From an optimization exercise on the open Yosys and OpenROAD flow, aimed at small area, a short achievable clock period and few clock cycles; shortcuts taken in it are not production practice. Where RTL was checked, it was by simulation tests only, not by an equivalence proof against the original. Power figures rest on the tool's default switching activity, not on a simulated workload.

// fbp_framer_rx
module fbp_framer_rx (
    input  wire        clk,
    input  wire        rst,
    input  wire        in_valid,
    input  wire [7:0]  in_data,
    output wire        in_ready,
    output reg         ev_valid,
    output reg  [1:0]  ev_kind,
    output reg  [4:0]  ev_type,
    output reg  [10:0] ev_id,
    output reg  [15:0] ev_meta,
    output reg  [7:0]  ev_len,
    output reg         pl_valid,
    output reg  [7:0]  pl_data,
    output reg         pl_last,
    output reg         busy,
    output reg  [31:0] stat_ignored,
    output reg  [31:0] stat_resync
);
    localparam integer M  = 16;          
    localparam integer K  = 17;          
    localparam integer L  = M * K;       
    localparam integer QD = 4;           
    localparam [2:0] S_SOF1  = 3'd0,
                     S_SOF2  = 3'd1,
                     S_FTYPE = 3'd2,
                     S_DHDR  = 3'd3,
                     S_STORE = 3'd4;
    localparam [1:0] EV_DATA  = 2'd1,
                     EV_LINK  = 2'd2,
                     EV_ERROR = 2'd3;
    localparam [31:0] CRC_RESIDUE = 32'hDEBB20E3;
    function [8:0] padd(input [8:0] x, input [3:0] k);
        reg [9:0] s;
        begin
            s = {1'b0, x} + {6'd0, k};
            padd = (s >= L) ? s - L : s[8:0];
        end
    endfunction
    function [8:0] psub(input [8:0] a, input [8:0] b);
        reg [9:0] s;
        begin
            s = {1'b0, a} - {1'b0, b};
            psub = s[9] ? s + L : s[8:0];
        end
    endfunction
    function [4:0] tapidx(input [8:0] a, input [8:0] t);
        reg [5:0] d;
        begin
            d = {1'b0, a[8:4]} - {1'b0, t[8:4]};
            tapidx = d[5] ? d[4:0] + K : d[4:0];
        end
    endfunction
    function [7:0] lencrc(input [7:0] x);
        reg [7:0] c;
        integer i;
        begin
            c = x;
            for (i = 0; i < 8; i = i + 1)
                c = c[7] ? ((c << 1) ^ 8'hD7) : (c << 1);
            lencrc = c;
        end
    endfunction
    function [31:0] crc32_byte(input [31:0] c_in, input [7:0] d);
        reg [31:0] c;
        integer i;
        begin
            c = c_in ^ {24'd0, d};
  ...
For scale: roughly 5,400 cells after synthesis, about 130 I/O pins.
clock: 12.0 ns
lec_check: 0
abc_area: 1
cap_margin: 20
core_margin: 2
core_utilization: 50
place_density: 0.65
slew_margin: 20
standard.sh (not shown) runs the stock make flow with config.mk's settings and CLKGATE_MAP_FILE= SYNTH_SCRIPT=/design/flow/synth_recipe.tcl, a recipe that flattens the netlist after the stock synthesis.
==> flow/flow/run.sh <==
#!/bin/bash
# Standard layout, with the setup repair aiming at a tighter slack than the clock needs
# and a clock tree built from larger sink clusters without dummy loads.
set -euo pipefail
export SETUP_SLACK_MARGIN=8.6
export CTS_ARGS="-sink_clustering_enable -repair_clock_nets -sink_clustering_size 35 -sink_clustering_max_diameter 60 -buf_list {sky130_fd_sc_hd__clkbuf_8 sky130_fd_sc_hd__clkbuf_16} -dont_use_dummy_load"
bash standard.sh > standard_flow.log 2>&1
Testbench counts at the start, summed over its fixed seeds: cycles 41,777.
Rerun with:
--- a/flow/design.v
+++ b/flow/design.v
@@ -115,16 +115,14 @@
     reg [3:0]  n;            
     reg [8:0]  rem;          
     reg        last;         
     reg        is_sync;
     reg [31:0] crc;
     reg        crc_ok;
-    reg [8:0]  ign_d;
     reg        prev55;       
     reg        found;        
-    reg        err_d;
     reg        d_act;
     reg        dal;
     reg [4:0]  dtap;
     reg [8:0]  d_a;
     reg [7:0]  d_cnt;
     reg        dz;           
@@ -259,16 +257,12 @@
                 byp  <= wr ? byp : (fa1 == wp);
             end else begin
                 fal  <= (fa[3:0] == tn[3:0]);
                 ftap <= tapidx(fa, tn);
                 byp  <= wr ? 1'b0 : byp;
             end
-            stat_ignored <= stat_ignored + {23'd0, ign_d};
-            stat_resync  <= stat_resync + {31'd0, err_d};
-            ign_d <= 9'd0;
-            err_d <= 1'b0;
             ev_valid <= 1'b0;
             ev_type  <= h_type;
             ev_id    <= h_id;
             ev_meta  <= h_meta;
             ev_len   <= h_len;
             ev_kind  <= (cons && do_err) ? EV_ERROR : is_data ? EV_DATA : EV_LINK;
@@ -301,16 +295,16 @@
                     lc_exp <= lencrc(rb);
                     rem    <= {1'b0, rb} + 9'd9;
                     last   <= 1'b0;
                 end
                 if (n == 4'd6) h_meta[7:0]  <= rb;
                 if (n == 4'd7) h_meta[15:8] <= rb;
-                ign_d <= !do_rej ? {7'd0, ign} : found ? 9'd2 : ign_fa;
+                stat_ignored <= stat_ignored + (!do_rej ? {30'd0, ign} : found ? 32'd2 : {23'd0, ign_fa});
                 if (do_err && is_sync) begin
                     is_sync  <= 1'b0;
-                    err_d    <= 1'b1;
+                    stat_resync <= stat_resync + 32'd1;
                     ev_valid <= !rst;
                 end
                 if (do_disp) begin
                     is_sync  <= 1'b1;
                     ev_valid <= !rst;
                 end
@@ -359,14 +353,12 @@
             fa           <= 9'd0;
             fal          <= 1'b0;
             byp          <= 1'b1;
             rbv          <= 1'b0;
             state        <= S_SOF1;
             is_sync      <= 1'b1;
-            ign_d        <= 9'd0;
-            err_d        <= 1'b0;
             d_act        <= 1'b0;
             q_n          <= 3'd0;
             q_wr         <= 2'd0;
             q_rd         <= 2'd0;
             space_ok     <= 1'b0;
             tail_r       <= 9'd0;
The changed run went through all stages and came out clean.
Final cell count grows by 1.6%.
Setup slack got worse by 1.0 ns.
Sequential cell count shrinks by 10.
Wire length grows by 1.5%.
Worst hold slack got worse by 0.022 ns.
Power grows by 8.0%.
Via count grows by 1.7%.
Sequential share of layout area shrinks by 1.3 points.
No functional check of the RTL was part of the second run of this note.

== P ==
fbp_framer_rx, a different RTL version from the one above (not shown whole).
For scale: ~4800 cells after synthesis, roughly 2500 flip-flops, ~130 I/O pins, ~69000 µm² of cells after synthesis.
==> flow/config.mk <==
export PLATFORM = sky130hd
export DESIGN_NAME = fbp_framer_rx
export DESIGN_NICKNAME = fbp_framer_rx
export VERILOG_FILES = /design/flow/design.v
export SDC_FILE = /design/flow/constraint.sdc
export NUM_CORES = 4
export LEC_CHECK = 0
export CAP_MARGIN = 20
export CORE_MARGIN = 2
export CORE_UTILIZATION = 30
export PLACE_DENSITY = 0.45
export SLEW_MARGIN = 20
==> flow/constraint.sdc <==
create_clock -name core_clock -period 12.0 [get_ports {clk}]
set_input_delay 2.4000 -clock core_clock [delete_from_list [all_inputs] [get_ports {clk}]]
set_output_delay 2.4000 -clock core_clock [all_outputs]
set_load 0.01 [all_outputs]
==> flow/flow/run.sh <==
#!/bin/bash
# Standard layout, with the setup repair aiming at a tighter slack than the clock needs
# and a clock tree built from larger sink clusters without dummy loads.
set -euo pipefail
export SETUP_SLACK_MARGIN=8.6
export CTS_ARGS="-sink_clustering_enable -repair_clock_nets -sink_clustering_size 30 -sink_clustering_max_diameter 60 -buf_list {sky130_fd_sc_hd__clkbuf_8 sky130_fd_sc_hd__clkbuf_16} -dont_use_dummy_load"
bash standard.sh > standard_flow.log 2>&1
> inputs changed (P -> Q)
--- a/flow/design.v
+++ b/flow/design.v
@@ -208,17 +208,42 @@
     wire [8:0] tail = d_act ? d_a : (q_n != 3'd0) ? q_head : cand_tail;
     wire       acc    = in_valid && rdy;
     wire [3:0] al0    = wp[3:0] + {3'd0, vq} - tn[3:0] - 4'd1;
     wire [3:0] al1    = wp[3:0] + {3'd0, vq} - tn[3:0];
     wire [8:0] wp1    = padd(wp, 4'd1);
     always @(posedge clk)
         rst_q <= rst;
     always @(posedge clk) begin
-        begin
+        if (rst_q) begin
+            tn           <= 9'd1;
+            vq           <= 1'b0;
+            rdy          <= 1'b0;
+            wp           <= 9'd0;
+            fa           <= 9'd0;
+            fal          <= 1'b0;
+            byp          <= 1'b1;
+            rp           <= 9'd0;
+            rbv          <= 1'b0;
+            state        <= S_SOF1;
+            is_sync      <= 1'b1;
+            ign_d        <= 2'd0;
+            err_d        <= 1'b0;
+            d_act        <= 1'b0;
+            q_n          <= 3'd0;
+            q_wr         <= 2'd0;
+            q_rd         <= 2'd0;
+            space_ok     <= 1'b0;
+            tail_r       <= 9'd0;
+            ev_valid     <= 1'b0;
+            pl_valid     <= 1'b0;
+            busy         <= 1'b0;
+            stat_ignored <= 32'd0;
+            stat_resync  <= 32'd0;
+        end else begin
             tn   <= padd(tn, 4'd1);
             in_q <= in_data;
             vq   <= acc;
             if (vq) wp <= wp1;
             if (!vq) wtap <= tapidx(wp, tn);
             rdy  <= !rst && space_ok && (acc ? (al1 == 4'd0) : (al0 == 4'd0));
             tail_r   <= tail;
             space_ok <= (psub(wp, tail_r) <= L - 6);
@@ -310,36 +335,10 @@
             if (q_push) begin
                 q_s[q_wr] <= padd(sp2, 4'd6);
                 q_l[q_wr] <= ev_len;
                 q_wr      <= q_wr + 2'd1;
             end
             busy <= rst || acc || rbv || f_ok || !byp || vq || (q_n != 3'd0) ||
                     (d_act && !d_done);
         end
-        if (rst_q) begin
-            tn           <= 9'd1;
-            vq           <= 1'b0;
-            rdy          <= 1'b0;
-            wp           <= 9'd0;
-            fa           <= 9'd0;
-            fal          <= 1'b0;
-            byp          <= 1'b1;
-            rp           <= 9'd0;
-            rbv          <= 1'b0;
-            state        <= S_SOF1;
-            is_sync      <= 1'b1;
-            ign_d        <= 2'd0;
-            err_d        <= 1'b0;
-            d_act        <= 1'b0;
-            q_n          <= 3'd0;
-            q_wr         <= 2'd0;
-            q_rd         <= 2'd0;
-            space_ok     <= 1'b0;
-            tail_r       <= 9'd0;
-            ev_valid     <= 1'b0;
-            pl_valid     <= 1'b0;
-            busy         <= 1'b0;
-            stat_ignored <= 32'd0;
-            stat_resync  <= 32'd0;
-        end
     end
 endmodule
Results
Q | status: complete | timing, DRC, antenna: pass. Diff P and Q: global-route usage lower in P. Least setup slack across all paths after layout delta for Q relative to P: 110 ps lower. Power per standard cell area was lower in Q than in P. Q has post-layout minimum cycle time above what P had. Comparing the two runs side by side, Q comes out behind P on wire length of the first global-routing pass. Changes observed in Q relative to P: power comparable; cell leakage power now larger; overall die area comparable; mean number of vias per cell now larger; core utilization of the finished layout comparable.
No run of this note included a check of the RTL's function; only the layout flow was run.

The RTL this note starts from:
==> flow/design.v <==
module fbp_framer_rx (
    input  wire        clk,
    input  wire        rst,
    input  wire        in_valid,
    input  wire [7:0]  in_data,
    output wire        in_ready,
    output reg         ev_valid,
    output reg  [1:0]  ev_kind,
    output reg  [4:0]  ev_type,
    output reg  [10:0] ev_id,
    output reg  [15:0] ev_meta,
    output reg  [7:0]  ev_len,
    output reg         pl_valid,
    output reg  [7:0]  pl_data,
    output reg         pl_last,
    output reg         busy,
    output reg  [31:0] stat_ignored,
    output reg  [31:0] stat_resync
);
    localparam integer M  = 16;          
    localparam integer K  = 17;          
    localparam integer L  = M * K;       
    localparam integer QD = 4;           
    localparam [2:0] S_SOF1  = 3'd0,
                     S_SOF2  = 3'd1,
                     S_FTYPE = 3'd2,
                     S_DHDR  = 3'd3,
                     S_STORE = 3'd4;
    localparam [1:0] EV_DATA  = 2'd1,
                     EV_LINK  = 2'd2,
                     EV_ERROR = 2'd3;
    localparam [31:0] CRC_RESIDUE = 32'hDEBB20E3;
    function [8:0] padd(input [8:0] x, input [3:0] k);
        reg [9:0] s;
        begin
            s = {1'b0, x} + {6'd0, k};
            padd = (s >= L) ? s - L : s[8:0];
        end
    endfunction
    function [8:0] psub(input [8:0] a, input [8:0] b);
        reg [9:0] s;
        begin
            s = {1'b0, a} - {1'b0, b};
            psub = s[9] ? s + L : s[8:0];
        end
    endfunction
    function [4:0] tapidx(input [8:0] a, input [8:0] t);
        reg [5:0] d;
        begin
            d = {1'b0, a[8:4]} - {1'b0, t[8:4]};
            tapidx = d[5] ? d[4:0] + K : d[4:0];
        end
    endfunction
    function [7:0] lencrc(input [7:0] x);
        reg [7:0] c;
        integer i;
        begin
            c = x;
            for (i = 0; i < 8; i = i + 1)
                c = c[7] ? ((c << 1) ^ 8'hD7) : (c << 1);
            lencrc = c;
        end
    endfunction
    function [31:0] crc32_byte(input [31:0] c_in, input [7:0] d);
        reg [31:0] c;
        integer i;
        begin
            c = c_in ^ {24'd0, d};
            for (i = 0; i < 8; i = i + 1)
                c = c[0] ? ((c >> 1) ^ 32'hEDB88320) : (c >> 1);
            crc32_byte = c;
        end
    endfunction
    function is_link_type(input [4:0] t);
        is_link_type = (t == 5'h0F) || (t == 5'h17) || (t == 5'h1B) ||
                       (t == 5'h1D) || (t == 5'h1E);
    endfunction
    reg  [8*L-1:0] ring;
    reg  [8:0]     tn;           
    reg  [7:0]     in_q;
    reg            vq;
    reg            rdy;
    reg  [8:0]     wp;
    reg  [4:0]     wtap;         
    assign in_ready = rdy;
    wire [8*L-1:0] ring_rot = {ring[7:0], ring[8*L-1:8]};
    integer j;
    reg [8*L-1:0] ring_nx;
    always @* begin
        ring_nx = ring_rot;
        for (j = 0; j < K; j = j + 1)
            if (vq && wtap == j)
                ring_nx[8*((j*M + L - 1) % L) +: 8] = in_q;
    end
    always @(posedge clk)
        ring <= ring_nx;
    function [7:0] tap_rd(input [4:0] t);
        integer k;
        begin
            tap_rd = 8'd0;
            for (k = 0; k < K; k = k + 1)
                if (t == k) tap_rd = ring[8*(k*M) +: 8];
        end
    endfunction
    reg [8:0]  fa;           
    reg        fal;          
    reg [4:0]  ftap;         
    reg        byp;          
    reg [7:0]  rb;
    reg        rbv;
    reg [2:0]  state;
    reg [8:0]  sp2;          
    reg [3:0]  n;            
    reg [8:0]  rem;          
    reg        last;         
    reg        is_sync;
    reg [31:0] crc;
    reg        crc_ok;
    reg [1:0]  ign_d;
    reg        err_d;
    reg        d_act;
    reg        dal;
    reg [4:0]  dtap;
    reg [8:0]  d_a;
    reg [7:0]  d_cnt;
    reg        dz;           
    reg [2:0]  d_ph;         
    reg [8:0]  q_s [0:QD-1];
    reg [1:0]  q_wr, q_rd;
    reg [2:0]  q_n;
    reg [8:0]  tail_r;
    reg        space_ok;
    reg        rst_q;        
    reg        is_data;      
    reg [4:0]  h_type;       
    reg [10:0] h_id;
    reg [15:0] h_meta;
    reg [7:0]  h_len;
    reg [7:0]  lc_exp;       
    wire b55 = (rb == 8'h55);
    wire b00 = (rb == 8'h00);
    wire [4:0] bt = rb[7:3];
    wire q_full = q_n[2];
    wire stall = rbv && state == S_STORE && last && is_data && q_full;
    wire cons  = rbv && !stall;
    reg [2:0] nx_state;
    reg       nx_sp;             
    reg       do_err, do_jump, do_disp;
    reg [1:0] ign;
    always @* begin
        nx_state = state;
        nx_sp    = 1'b0;
        do_err   = 1'b0;
        do_jump  = 1'b0;
        do_disp  = 1'b0;
        ign      = 2'd0;
        case (state)
            S_SOF1: begin
                if (b55) begin
                    nx_sp = 1'b1; nx_state = S_SOF2;
                end else begin
                    do_err = 1'b1; ign = 2'd1;
                end
            end
            S_SOF2: begin
                if (b00) nx_state = S_FTYPE;
                else if (b55) begin ign = 2'd1; nx_sp = 1'b1; end
                else begin do_err = 1'b1; ign = 2'd2; nx_state = S_SOF1; end
            end
            S_FTYPE: begin
                if (bt == 5'd0) nx_state = S_DHDR;
                else if (is_link_type(bt)) nx_state = S_STORE;
                else begin
                    do_err = 1'b1;
                    if (b55) begin ign = 2'd2; nx_sp = 1'b1; nx_state = S_SOF2; end
                    else begin ign = 2'd3; nx_state = S_SOF1; end
                end
            end
            S_DHDR: begin
                if (n == 4'd5) begin
                    if (rb != lc_exp) begin
                        do_err = 1'b1; ign = 2'd2; do_jump = 1'b1; nx_state = S_SOF1;
                    end else nx_state = S_STORE;
                end
            end
            default: begin
                if (last) begin
                    if (b55 && crc_ok) begin
                        do_disp = 1'b1; nx_sp = 1'b1; nx_state = S_SOF2;
                    end else begin
                        do_err = 1'b1; ign = 2'd2; do_jump = 1'b1; nx_state = S_SOF1;
                    end
                end
            end
        endcase
    end
    wire [7:0] f_tap   = tap_rd(ftap);
    wire       f_ok    = byp ? vq : fal;
    wire       f_load  = (!rbv || cons) && f_ok;
    wire       jump    = cons && do_jump;
    wire       f_take  = f_load && !jump;
    wire [8:0] fa1     = padd(fa, 4'd1);
    wire [7:0] d_tap   = tap_rd(dtap);
    wire       d_rd    = d_act && dal;           
    wire       d_out   = d_rd && d_ph == 3'd0;   
    wire       d_done  = d_out && dz;
    wire       d_free  = !d_act || d_done;
    wire       q_push  = cons && do_disp && is_data;
    wire       q_pop   = d_free && q_n != 3'd0;
    wire [8:0] q_head  = q_s[q_rd];
    wire [8:0] cand_tail = (state == S_SOF1 || state == S_SOF2) ? fa : sp2;
    wire [8:0] tail = d_act ? d_a : (q_n != 3'd0) ? q_head : cand_tail;
    wire       acc    = in_valid && rdy;
    wire [3:0] al0    = wp[3:0] + {3'd0, vq} - tn[3:0] - 4'd1;
    wire [3:0] al1    = wp[3:0] + {3'd0, vq} - tn[3:0];
    wire [8:0] wp1    = padd(wp, 4'd1);
    always @(posedge clk)
        rst_q <= rst;
    always @(posedge clk) begin
        begin
            tn   <= padd(tn, 4'd1);
            in_q <= in_data;
            vq   <= acc;
            if (vq) wp <= wp1;
            if (!vq) wtap <= tapidx(wp, tn);
            rdy  <= !rst && space_ok && (acc ? (al1 == 4'd0) : (al0 == 4'd0));
            tail_r   <= tail;
            space_ok <= (psub(wp, tail_r) <= L - 6);
            if (f_load) rb <= byp ? in_q : f_tap;
            rbv <= jump ? 1'b0 : f_take ? 1'b1 : cons ? 1'b0 : rbv;
            if (jump) begin
                fa   <= sp2;
                fal  <= (sp2[3:0] == tn[3:0]);
                ftap <= tapidx(sp2, tn);
                byp  <= 1'b0;
            end else if (f_take) begin
                fa   <= fa1;
                byp  <= vq ? byp : (fa1 == wp);
            end else begin
                fal  <= (fa[3:0] == tn[3:0]);
                ftap <= tapidx(fa, tn);
                byp  <= vq ? 1'b0 : byp;
            end
            stat_ignored <= stat_ignored + {30'd0, ign_d};
            stat_resync  <= stat_resync + {31'd0, err_d};
            ign_d <= 2'd0;
            err_d <= 1'b0;
            ev_valid <= 1'b0;
            ev_type  <= h_type;
            ev_id    <= h_id;
            ev_meta  <= h_meta;
            ev_len   <= h_len;
            ev_kind  <= (cons && do_err) ? EV_ERROR : is_data ? EV_DATA : EV_LINK;
            if (cons) begin
                state <= nx_state;
                if (nx_sp) sp2 <= fa1;
                n     <= (n == 4'd8) ? n : n + 4'd1;
                if (nx_state == S_SOF2 || nx_state == S_SOF1) n <= 4'd1;
                if (state == S_SOF2 && b00) n <= 4'd2;
                rem  <= rem - 9'd1;
                last <= (rem == 9'd2);
                if (state == S_FTYPE) begin
                    is_data     <= (rb[7:3] == 5'd0);
                    h_type      <= rb[7:3];
                    h_id[10:8]  <= rb[2:0];
                    crc   <= crc32_byte(32'hFFFFFFFF, rb);
                    rem   <= 9'd6;
                    last  <= 1'b0;
                end else begin
                    crc <= crc32_byte(crc, rb);
                end
                crc_ok <= (crc32_byte(crc, rb) == CRC_RESIDUE);
                if (n == 4'd3) h_id[7:0] <= rb;
                if (n == 4'd4 && state == S_DHDR) begin
                    h_len  <= rb;
                    lc_exp <= lencrc(rb);
                    rem    <= {1'b0, rb} + 9'd9;
                    last   <= 1'b0;
                end
                if (n == 4'd6) h_meta[7:0]  <= rb;
                if (n == 4'd7) h_meta[15:8] <= rb;
                ign_d <= ign;
                if (do_err && is_sync) begin
                    is_sync  <= 1'b0;
                    err_d    <= 1'b1;
                    ev_valid <= !rst;
                end
                if (do_disp) begin
                    is_sync  <= 1'b1;
                    ev_valid <= !rst;
                end
            end
            pl_valid <= d_out && !rst;
            pl_data  <= d_tap;
            pl_last  <= dz;
            if (q_pop) begin
                d_act <= 1'b1;
                d_a   <= q_head;
                d_ph  <= 3'd4;
                dal   <= (q_head[3:0] == tn[3:0]);
                dtap  <= tapidx(q_head, tn);
                q_rd  <= q_rd + 2'd1;
            end else begin
                if (d_done) d_act <= 1'b0;
                if (d_rd) begin
                    d_a   <= padd(d_a, 4'd1);
                    if (d_ph != 3'd0) d_ph <= d_ph - 3'd1;
                    if (d_ph == 3'd4) begin
                        d_cnt <= d_tap;
                        dz    <= (d_tap == 8'd0);
                    end
                    if (d_out) begin
                        d_cnt <= d_cnt - 8'd1;
                        dz    <= (d_cnt == 8'd1);
                    end
                end else begin
                    dal  <= (d_a[3:0] == tn[3:0]);
                    dtap <= tapidx(d_a, tn);
                end
            end
            q_n <= q_n + {2'd0, q_push} - {2'd0, q_pop};
            if (q_push) begin
                q_s[q_wr] <= padd(sp2, 4'd2);
                q_wr      <= q_wr + 2'd1;
            end
            busy <= rst || acc || rbv || f_ok || !byp || vq || (q_n != 3'd0) ||
                    (d_act && !d_done);
        end
        if (rst_q) begin
            tn           <= 9'd1;
            vq           <= 1'b0;
            rdy          <= 1'b0;
            wp           <= 9'd0;
            fa           <= 9'd0;
            fal          <= 1'b0;
            byp          <= 1'b1;
            rbv          <= 1'b0;
            state        <= S_SOF1;
            is_sync      <= 1'b1;
            ign_d        <= 2'd0;
            err_d        <= 1'b0;
            d_act        <= 1'b0;
            q_n          <= 3'd0;
            q_wr         <= 2'd0;
            q_rd         <= 2'd0;
            space_ok     <= 1'b0;
            tail_r       <= 9'd0;
            ev_valid     <= 1'b0;
            pl_valid     <= 1'b0;
            busy         <= 1'b0;
            stat_ignored <= 32'd0;
            stat_resync  <= 32'd0;
        end
    end
endmodule
export LEC_CHECK = 0
export ABC_AREA = 1
export CAP_MARGIN = 20
export CORE_MARGIN = 2
export CORE_UTILIZATION = 50
export PLACE_DENSITY = 0.65
export SLEW_MARGIN = 20
create_clock -name core_clock -period 12.0 [get_ports {clk}]
==> flow/flow/run.sh <==
#!/bin/bash
# Standard layout, with the setup repair aiming at a tighter slack than the clock needs
# and a clock tree built from larger sink clusters without dummy loads.
set -euo pipefail
export SETUP_SLACK_MARGIN=8.6
export CTS_ARGS="-sink_clustering_enable -repair_clock_nets -sink_clustering_size 35 -sink_clustering_max_diameter 60 -buf_list {sky130_fd_sc_hd__clkbuf_8 sky130_fd_sc_hd__clkbuf_16} -dont_use_dummy_load"
bash standard.sh > standard_flow.log 2>&1
Testbench counts at the start, summed over its fixed seeds: cycles 42,615.
Then changed:
--- a/flow/design.v
+++ b/flow/design.v
@@ -75,24 +75,26 @@
         is_link_type = (t == 5'h0F) || (t == 5'h17) || (t == 5'h1B) ||
                        (t == 5'h1D) || (t == 5'h1E);
     endfunction
     reg  [8*L-1:0] ring;
     reg  [8:0]     tn;           
     reg  [7:0]     in_q;
-    reg            vq;
+    reg            vq;           
     reg            rdy;
     reg  [8:0]     wp;
+    reg            wal;          
     reg  [4:0]     wtap;         
+    wire           wr = vq && wal;
     assign in_ready = rdy;
     wire [8*L-1:0] ring_rot = {ring[7:0], ring[8*L-1:8]};
     integer j;
     reg [8*L-1:0] ring_nx;
     always @* begin
         ring_nx = ring_rot;
         for (j = 0; j < K; j = j + 1)
-            if (vq && wtap == j)
+            if (wr && wtap == j)
                 ring_nx[8*((j*M + L - 1) % L) +: 8] = in_q;
     end
     always @(posedge clk)
         ring <= ring_nx;
     function [7:0] tap_rd(input [4:0] t);
         integer k;
@@ -133,13 +135,12 @@
     reg        rst_q;        
     reg        is_data;      
     reg [4:0]  h_type;       
     reg [10:0] h_id;
     reg [15:0] h_meta;
     reg [7:0]  h_len;
-    reg [7:0]  lc_exp;       
     wire b55 = (rb == 8'h55);
     wire b00 = (rb == 8'h00);
     wire [4:0] bt = rb[7:3];
     wire q_full = q_n[2];
     wire stall = rbv && state == S_STORE && last && is_data && q_full;
     wire cons  = rbv && !stall;
@@ -175,13 +176,13 @@
                     if (b55) begin ign = 2'd2; nx_sp = 1'b1; nx_state = S_SOF2; end
                     else begin ign = 2'd3; nx_state = S_SOF1; end
                 end
             end
             S_DHDR: begin
                 if (n == 4'd5) begin
-                    if (rb != lc_exp) begin
+                    if (rb != lencrc(h_len)) begin
                         do_err = 1'b1; ign = 2'd2; do_jump = 1'b1; nx_state = S_SOF1;
                     end else nx_state = S_STORE;
                 end
             end
             default: begin
                 if (last) begin
@@ -192,13 +193,13 @@
                     end
                 end
             end
         endcase
     end
     wire [7:0] f_tap   = tap_rd(ftap);
-    wire       f_ok    = byp ? vq : fal;
+    wire       f_ok    = byp ? wr : fal;
     wire       f_load  = (!rbv || cons) && f_ok;
     wire       jump    = cons && do_jump;
     wire       f_take  = f_load && !jump;
     wire [8:0] fa1     = padd(fa, 4'd1);
     wire [7:0] d_tap   = tap_rd(dtap);
     wire       d_rd    = d_act && dal;           
@@ -208,41 +209,42 @@
     wire       q_push  = cons && do_disp && is_data;
     wire       q_pop   = d_free && q_n != 3'd0;
     wire [8:0] q_head  = q_s[q_rd];
     wire [8:0] cand_tail = (state == S_SOF1 || state == S_SOF2) ? fa : sp2;
     wire [8:0] tail = d_act ? d_a : (q_n != 3'd0) ? q_head : cand_tail;
     wire       acc    = in_valid && rdy;
-    wire [3:0] al0    = wp[3:0] + {3'd0, vq} - tn[3:0] - 4'd1;
-    wire [3:0] al1    = wp[3:0] + {3'd0, vq} - tn[3:0];
+    wire       wal_nx = wr || (wp[3:0] == tn[3:0]);
+    wire       vq_hold = vq && !wr;
     wire [8:0] wp1    = padd(wp, 4'd1);
     always @(posedge clk)
         rst_q <= rst;
     always @(posedge clk) begin
         begin
             tn   <= padd(tn, 4'd1);
-            in_q <= in_data;
-            vq   <= acc;
-            if (vq) wp <= wp1;
-            if (!vq) wtap <= tapidx(wp, tn);
-            rdy  <= !rst && space_ok && (acc ? (al1 == 4'd0) : (al0 == 4'd0));
+            if (acc) in_q <= in_data;
+            vq   <= acc || vq_hold;
+            if (wr) wp <= wp1;
+            wal  <= wal_nx;
+            if (!wr) wtap <= tapidx(wp, tn);
+            rdy  <= !rst && space_ok && (acc ? wal_nx : (!vq_hold || wal_nx));
             tail_r   <= tail;
             space_ok <= (psub(wp, tail_r) <= L - 6);
             if (f_load) rb <= byp ? in_q : f_tap;
             rbv <= jump ? 1'b0 : f_take ? 1'b1 : cons ? 1'b0 : rbv;
             if (jump) begin
                 fa   <= sp2;
                 fal  <= (sp2[3:0] == tn[3:0]);
                 ftap <= tapidx(sp2, tn);
                 byp  <= 1'b0;
             end else if (f_take) begin
                 fa   <= fa1;
-                byp  <= vq ? byp : (fa1 == wp);
+                byp  <= wr ? byp : (fa1 == wp);
             end else begin
                 fal  <= (fa[3:0] == tn[3:0]);
                 ftap <= tapidx(fa, tn);
-                byp  <= vq ? 1'b0 : byp;
+                byp  <= wr ? 1'b0 : byp;
             end
             stat_ignored <= stat_ignored + {30'd0, ign_d};
             stat_resync  <= stat_resync + {31'd0, err_d};
             ign_d <= 2'd0;
             err_d <= 1'b0;
             ev_valid <= 1'b0;
@@ -270,13 +272,12 @@
                     crc <= crc32_byte(crc, rb);
                 end
                 crc_ok <= (crc32_byte(crc, rb) == CRC_RESIDUE);
                 if (n == 4'd3) h_id[7:0] <= rb;
                 if (n == 4'd4 && state == S_DHDR) begin
                     h_len  <= rb;
-                    lc_exp <= lencrc(rb);
                     rem    <= {1'b0, rb} + 9'd9;
                     last   <= 1'b0;
                 end
                 if (n == 4'd6) h_meta[7:0]  <= rb;
                 if (n == 4'd7) h_meta[15:8] <= rb;
                 ign_d <= ign;
After rerunning: Sequential cell count went down by 7. Area after synthesis stays flat. Worst setup slack loses 81 ps. Non-clock buffer count fell by 16. Global-route usage increases by 0.36 points. Die area barely changes. Total power climbs by 3.2%. Via count went up by 1.4%.
The RTL of the second run of this note was laid out without a check of its function.

## static timing again, ports no longer ideal
In the flow no input, the clock included, has a driving cell. The finished layouts below were timed again as built, in two steps. Step 1, drivers: a clkbuf_16 drives clk and a buf_2 each remaining input, both assumed. Step 2, shift: input delay + t, output delay - t, t = (earliest + latest rising clock arrival at the registers) / 2. This alone moves slack from input paths to output paths. a / b / c = ideal / step 1 / step 2; a / b = the first two.
| run | t (ns) | setup WS [ns] | hold WS [ns] |
|---|---|---|---|
| the first run of note 1 | 0.804 | 8.350 / 8.277 / 8.111 | 0.261 / 0.261 / 0.261 |
| the second run of note 1 | 0.799 | 7.315 / 7.315 / 7.315 | 0.239 / 0.239 / 0.239 |
| P | 0.847 | 8.219 / 8.136 / 8.060 | 0.247 / 0.247 / 0.247 |
| Q | 0.846 | 8.107 / 8.025 / 8.032 | 0.246 / 0.246 / 0.246 |
| the first run of note 3 | 0.788 | 8.403 / 8.328 / 8.241 | 0.240 / 0.240 / 0.240 |
| the second run of note 3 | 0.812 | 8.322 / 8.246 / 8.144 | 0.246 / 0.246 / 0.246 |
After both steps setup and hold are still met in every run listed. For the first run of note 1, which loses most, drivers alone change the setup slack by -0.073 ns; drivers and shift together by -0.239 ns.
